This design comes from an exercise in tuning for small area, a short achievable clock period and few clock cycles per item on the open sky130 flow, not from production work. Only simulation tests tie the RTL to the original design; equivalence was not proved. Power figures rest on the tool's default switching activity, not on a simulated workload.

==> inputs of run a <==
// fir_engine
module fir_engine (
    input  wire        clk,
    input  wire        rst,         
    input  wire        in_valid,
    output reg         in_ready,
    input  wire [1:0]  in_op,       
    input  wire [2:0]  in_addr,     
    input  wire [31:0] in_re,
    input  wire [31:0] in_im,
    output reg         out_valid,
    input  wire        out_ready,
    output reg  [31:0] out_re,
    output reg  [31:0] out_im
);
clock: 22.0 ns
lec_check: 0
cap_margin: 20
core_margin: 2
core_utilization: 30
place_density: 0.4
slew_margin: 20
run.sh (not shown) runs the stock make flow with config.mk's settings and CLKGATE_MAP_FILE= SYNTH_SCRIPT=/design/flow/synth_recipe.tcl, a recipe that flattens the netlist after the stock synthesis.
==> inputs of run b, as changes to run a <==
--- a/flow/design.v
+++ b/flow/design.v
@@ -296,26 +296,25 @@
     wire        d_im = dk[3];
     reg  [31:0] ph;                 
     wire [31:0] r;                  
     reg  [31:0] rh1, rh2;           
     wire op_real = p_v && !cplx;
-    wire op_tre  = p_v && cplx && (p_k == 2'd1);
-    wire op_tim  = p_v && cplx && (p_k == 2'd3);
     wire op_acc  = d_v && cplx;
-    reg  [31:0] aa, ab;
-    always @(*) begin
-        if (op_acc) begin
-            aa = d_f ? 32'd0 : rh2;
-            ab = rh1;
-        end else if (cplx) begin
-            aa = ph;
-            ab = op_tre ? {~prod[31], prod[30:0]} : prod;
-        end else begin
-            aa = p_f ? 32'd0 : r;
-            ab = prod;
-        end
+    wire n_p_v  = mv[MLAT-2];
+    wire [1:0] n_p_k = mk[MLAT-2];
+    wire n_p_f  = mf[MLAT-2];
+    wire n_acc  = dv[2] && cplx;
+    reg  sa_zero, sa_rh2, sa_ph, sb_rh1, sb_neg;
+    always @(posedge clk) begin
+        sa_zero <= n_acc ? df[2] : (!cplx && n_p_f);
+        sa_rh2  <= n_acc;
+        sa_ph   <= !n_acc && cplx;
+        sb_rh1  <= n_acc;
+        sb_neg  <= !n_acc && cplx && (n_p_k == 2'd1);
     end
+    wire [31:0] aa = sa_zero ? 32'd0 : sa_rh2 ? rh2 : sa_ph ? ph : r;
+    wire [31:0] ab = sb_rh1 ? rh1 : {prod[31] ^ sb_neg, prod[30:0]};
     fp32_add u_add (.clk(clk), .a(aa), .b(ab), .y(r));
     wire fin_re = (op_real && !p_k[0] && p_l) || (op_acc && !d_im && d_l);
     wire fin_im = (op_real &&  p_k[0] && p_l) || (op_acc &&  d_im && d_l);
     reg  [1:0] cr, ci;              
     reg  [31:0] res_re;
==> flow/flow/run.sh (new file) <==
#!/bin/bash
# The standard ORFS layout (the standard.sh, standard synthesis unchanged),
# with the timing repair steps aiming for setup slack well beyond the clock
# constraint so the achieved period is pushed down. The SDC is the standard flow's own.
set -euo pipefail
MARGIN=$(cat flow/margin.txt)
bash standard.sh finish SETUP_SLACK_MARGIN=$MARGIN > flow_make.log 2>&1
==> flow/flow/margin.txt (new file) <==
14
==> flow/standard.sh (new file) <==
#!/bin/bash
# synth_recipe.tcl (not shown) runs the flow's synth.tcl, then flattens the netlist and writes it again
# the make line also repeats each setting of config.mk as NAME=value (left out here)
make -C /OpenROAD-flow-scripts/flow DESIGN_CONFIG=/design/flow/config.mk WORK_HOME=/design/flow/orfs CLKGATE_MAP_FILE= SYNTH_SCRIPT=/design/flow/synth_recipe.tcl "${@:-finish}"
- CORE_UTILIZATION: 30 -> 40
- PLACE_DENSITY: 0.4 -> 0.5
removed: flow/run.sh
==> qor summary <==
Status: run a no timing/DRC/antenna violations; run b no timing/DRC/antenna violations
Buffers from clock root to sink, at most: run a 4; run b 3
Global placement routability congestion: run a 0.848; run b 0.907
Via count of the first global-routing pass: run a 64700; run b 64200
Share of synthesized cell area in full adder, half adder and majority cells: run a 0.136; run b 0.136
Max Clock Skew: run a 59.6 ps; run b 65.8 ps
Max incr delay on CP: run a 740 ps; run b 600 ps
Syn avg cell area: run a 12.5 um^2; run b 12.5 um^2
Standard cell core area: run a 315000 um^2; run b 237000 um^2
FF/Latch Area: run a 47300 um^2; run b 47400 um^2
Combinational Power Share: run a 0.322; run b 0.386
Total cell area at the placement stage: run a 102000 um^2; run b 100000 um^2
Repair and plain buffers: run a 300; run b 392
Internal power summed over all cells: run a 6.92 mW; run b 7.21 mW
Area taken by multi-input logic gates: run a 44000 um^2; run b 44400 um^2
Testbench counts of run a, summed over its fixed seeds: cycles 28,068, items 1,536.
Testbench counts of run b, summed over its fixed seeds: cycles 28,068, items 1,536.

* * *

==> run X <==
fir_engine, a different RTL version from the one above (not shown whole).
clock: 22.0 ns
lec_check: 0
cap_margin: 20
core_margin: 2
core_utilization: 45
cts_buf_list: sky130_fd_sc_hd__clkbuf_8
place_density: 0.55
slew_margin: 20
standard.sh (not shown) runs the stock make flow with config.mk's settings and CLKGATE_MAP_FILE= SYNTH_SCRIPT=/design/flow/synth_recipe.tcl, a recipe that flattens the netlist after the stock synthesis.
==> flow/flow/run.sh <==
#!/bin/bash
# The standard ORFS layout (the standard.sh, standard synthesis unchanged),
# with the timing repair steps aiming for setup slack well beyond the clock
# constraint so the achieved period is pushed down, and clock tree synthesis
# without dummy loads. The SDC is the standard flow's own.
set -euo pipefail
MARGIN=$(cat flow/margin.txt)
CTS="-sink_clustering_enable -repair_clock_nets -dont_use_dummy_load -buf_list sky130_fd_sc_hd__clkbuf_8"
bash standard.sh finish "SETUP_SLACK_MARGIN=$MARGIN" "CTS_ARGS=$CTS" > flow_make.log 2>&1
==> flow/flow/margin.txt <==
15.5
==> inputs of run F, as changes to run X <==
CORE_UTILIZATION = 55   (was 45)
PLACE_DENSITY = 0.65   (was 0.55)
==> run summary <==
| metric | run X | run F |
|---|---|---|
| Run status | finished clean | finished clean |
| Data required time at the worst endpoint | 17.60 ns | 22.94 ns |
| Pin count of the biggest net entering global routing | 132 | 134 |
| Initial core utilization | 45.2% | 55.2% |
| Worst r2r path cells | 13 | 21 |
| Routed wire length | 513,000 um | 502,000 um |
| First-pass GRT wire length | 752,000 um | 739,000 um |
| Buf+Inv Stages, Crit Path | 1 | 3 |
| HPWL after DPL | 350,000 um | 344,000 um |
| Instance area at placement | 156,000 sq um | 155,000 sq um |
| Cell depth of the worst setup path | 1 | 21 |
| Register-to-register setup slack | 15.63 ns | 15.62 ns |
| Multi-input gate share of the layout cell area | 50.9% | 51.3% |
| Max stage delay cell, worst path | clkdlybuf4s50_1 | or4_4 |
| Vias/cell | 6.35 | 6.75 |
| Nature of the critical path endpoint | output pin | flop |
| Core region area | 333,000 sq um | 273,000 sq um |
Testbench counts of run X, summed over its fixed seeds: cycles 14,532, items 1,536.
Testbench counts of run F, summed over its fixed seeds: cycles 14,532, items 1,536.

* * *

==> job 7418: inputs <==
Another version of the RTL of fir_engine (not shown whole).
clock: 22.0 ns
lec_check: 0
cap_margin: 20
core_margin: 2
core_utilization: 40
place_density: 0.5
slew_margin: 20
==> flow/flow/run.sh <==
#!/bin/bash
# The standard ORFS layout (the standard.sh, standard synthesis unchanged),
# with the timing repair steps aiming for setup slack well beyond the clock
# constraint so the achieved period is pushed down. The SDC is the standard flow's own.
set -euo pipefail
MARGIN=$(cat flow/margin.txt)
bash standard.sh finish SETUP_SLACK_MARGIN=$MARGIN > flow_make.log 2>&1
==> flow/flow/margin.txt <==
14
==> inputs of job 1154, as changes to job 7418 <==
==> flow/flow/margin.txt (replaced) <==
15.5
==> comparison table <==
metric                                                     job 7418        job 1154
Total wire length after detailed routing                     493 mm          525 mm
Met3 wire length                                            26.0 mm         31.5 mm
Slew Limit Headroom                                           0.235           0.107
Count of placed standard cells including taps                 19267           19255
Cell with the largest stage delay on the worst path         a311o_2            fa_2
Clock Latency Late Sink                                     0.93 ns         0.96 ns
Wire length of the first global-routing pass                 741 mm          772 mm
NumNets Final                                                 16047           16570
Outcome                                              finished clean  finished clean
Length of routed met2 wiring                                 233 mm          246 mm
Global-route met3 utilization                                0.0243          0.0295
Proportion of total power due to net switching                0.422           0.423
Part of the cycle the worst path needs                        0.354           0.334
Global Route Usage Sum                                        0.242           0.254
Number of filler cells placed in the layout                   36952           36158
Testbench counts of job 7418, summed over its fixed seeds: cycles 14,532, items 1,536.
Testbench counts of job 1154, summed over its fixed seeds: cycles 14,532, items 1,536.

* * *

==> build 62: inputs <==
RTL: one of the versions met above, not the one the previous note started from.
==> flow/design.v (excerpt) <==
module fir_engine (
    input  wire        clk,
    input  wire        rst,         
    input  wire        in_valid,
    output reg         in_ready,
    input  wire [1:0]  in_op,       
    input  wire [2:0]  in_addr,     
    input  wire [31:0] in_re,
    input  wire [31:0] in_im,
    output reg         out_valid,
    input  wire        out_ready,
    output reg  [31:0] out_re,
    output reg  [31:0] out_im
);
clock: 22.0 ns
lec_check: 0
cap_margin: 20
core_margin: 2
core_utilization: 45
cts_buf_list: sky130_fd_sc_hd__clkbuf_8
place_density: 0.55
slew_margin: 20
==> flow/flow/run.sh <==
#!/bin/bash
# The standard ORFS layout (the standard.sh, standard synthesis unchanged),
# with the timing repair steps aiming for setup slack well beyond the clock
# constraint so the achieved period is pushed down, and clock tree synthesis
# without dummy loads. The SDC is the standard flow's own.
set -euo pipefail
MARGIN=$(cat flow/margin.txt)
CTS="-sink_clustering_enable -repair_clock_nets -dont_use_dummy_load -buf_list sky130_fd_sc_hd__clkbuf_8"
bash standard.sh finish "SETUP_SLACK_MARGIN=$MARGIN" "CTS_ARGS=$CTS" > flow_make.log 2>&1
==> flow/flow/margin.txt <==
16
==> build 22: changes against build 62 <==
==> flow/flow/run.sh (replaced) <==
#!/bin/bash
# The standard ORFS layout (the standard.sh, standard synthesis unchanged),
# with the timing repair steps aiming for setup slack well beyond the clock
# constraint so the achieved period is pushed down. The SDC is the standard flow's own.
set -euo pipefail
MARGIN=$(cat flow/margin.txt)
bash standard.sh finish SETUP_SLACK_MARGIN=$MARGIN > flow_make.log 2>&1
==> flow/flow/margin.txt (replaced) <==
15
==> run summary <==
#MultiIn Comb 9,191; R2R Path End lane[0].u_lane.u_add.s1[26]; fill count 29,389; final instance area 169,000 sq um; vias in the first global route 114,438; area grow syn2layout 11.9%; outcome no timing/DRC/antenna violations
[end of results for build 62]
==> run summary <==
area grow syn2layout 10.2%; vias per cell 6.25; routed vias 112,153; vias in the first global route approximately 110k; fraction of area in multi-input gates 0.500; Ports 139; final instance area around 170,000 sq um; Synth Area per Inst approximately 11 sq um; commonest non-fill, non-tap cell in the layout edfxtp_1; #MultiIn Comb 9,178; outcome no timing/DRC/antenna violations; final setup margin 15,170 ps
[end of results for build 22]
Testbench counts of build 62, summed over its fixed seeds: cycles 14,532, items 1,536.
Testbench counts of build 22, summed over its fixed seeds: cycles 14,532, items 1,536.

[what the ideal ports hide]
No port has a modelled driver above. Below, the same layouts with a new extraction and two added sets of constraints.
Step 1 (the two cells are an assumption about what drives the block):
set clk [get_ports {clk}]
set_driving_cell -lib_cell sky130_fd_sc_hd__clkbuf_16 $clk
set_driving_cell -lib_cell sky130_fd_sc_hd__buf_2 [delete_from_list [all_inputs] $clk]
Step 2 adds t to the input delays and takes it off the output delays; t is the mean of the earliest and latest rising clock arrival at the registers after step 1. Input paths then give back, and output paths get back, about the clock's delay inside the block.
Three values: no drivers, after step 1, after step 2; two values: the first two.
run	shift t [ns]	setup WS [ns]	worst slew at a driven data input, ns
run a	0.941	11.004 / 11.004 / 11.004	0.10
run b	0.916	13.866 / 13.866 / 13.866	0.12
run X	1.114	15.621 / 15.526 / 15.039	0.23
run F	1.075	15.621 / 15.543 / 14.710	0.21
job 7418	1.000	14.215 / 14.215 / 14.069	0.20
job 1154	1.024	14.646 / 14.646 / 14.646	0.19
build 62	1.135	15.911 / 15.810 / 14.950	0.18
build 22	1.163	15.170 / 15.170 / 14.137	0.21
After both steps setup and hold are still met in every run listed. The setup slack of build 22, which loses most, moves by 0.000 ns with the drivers and by -1.033 ns with both steps.
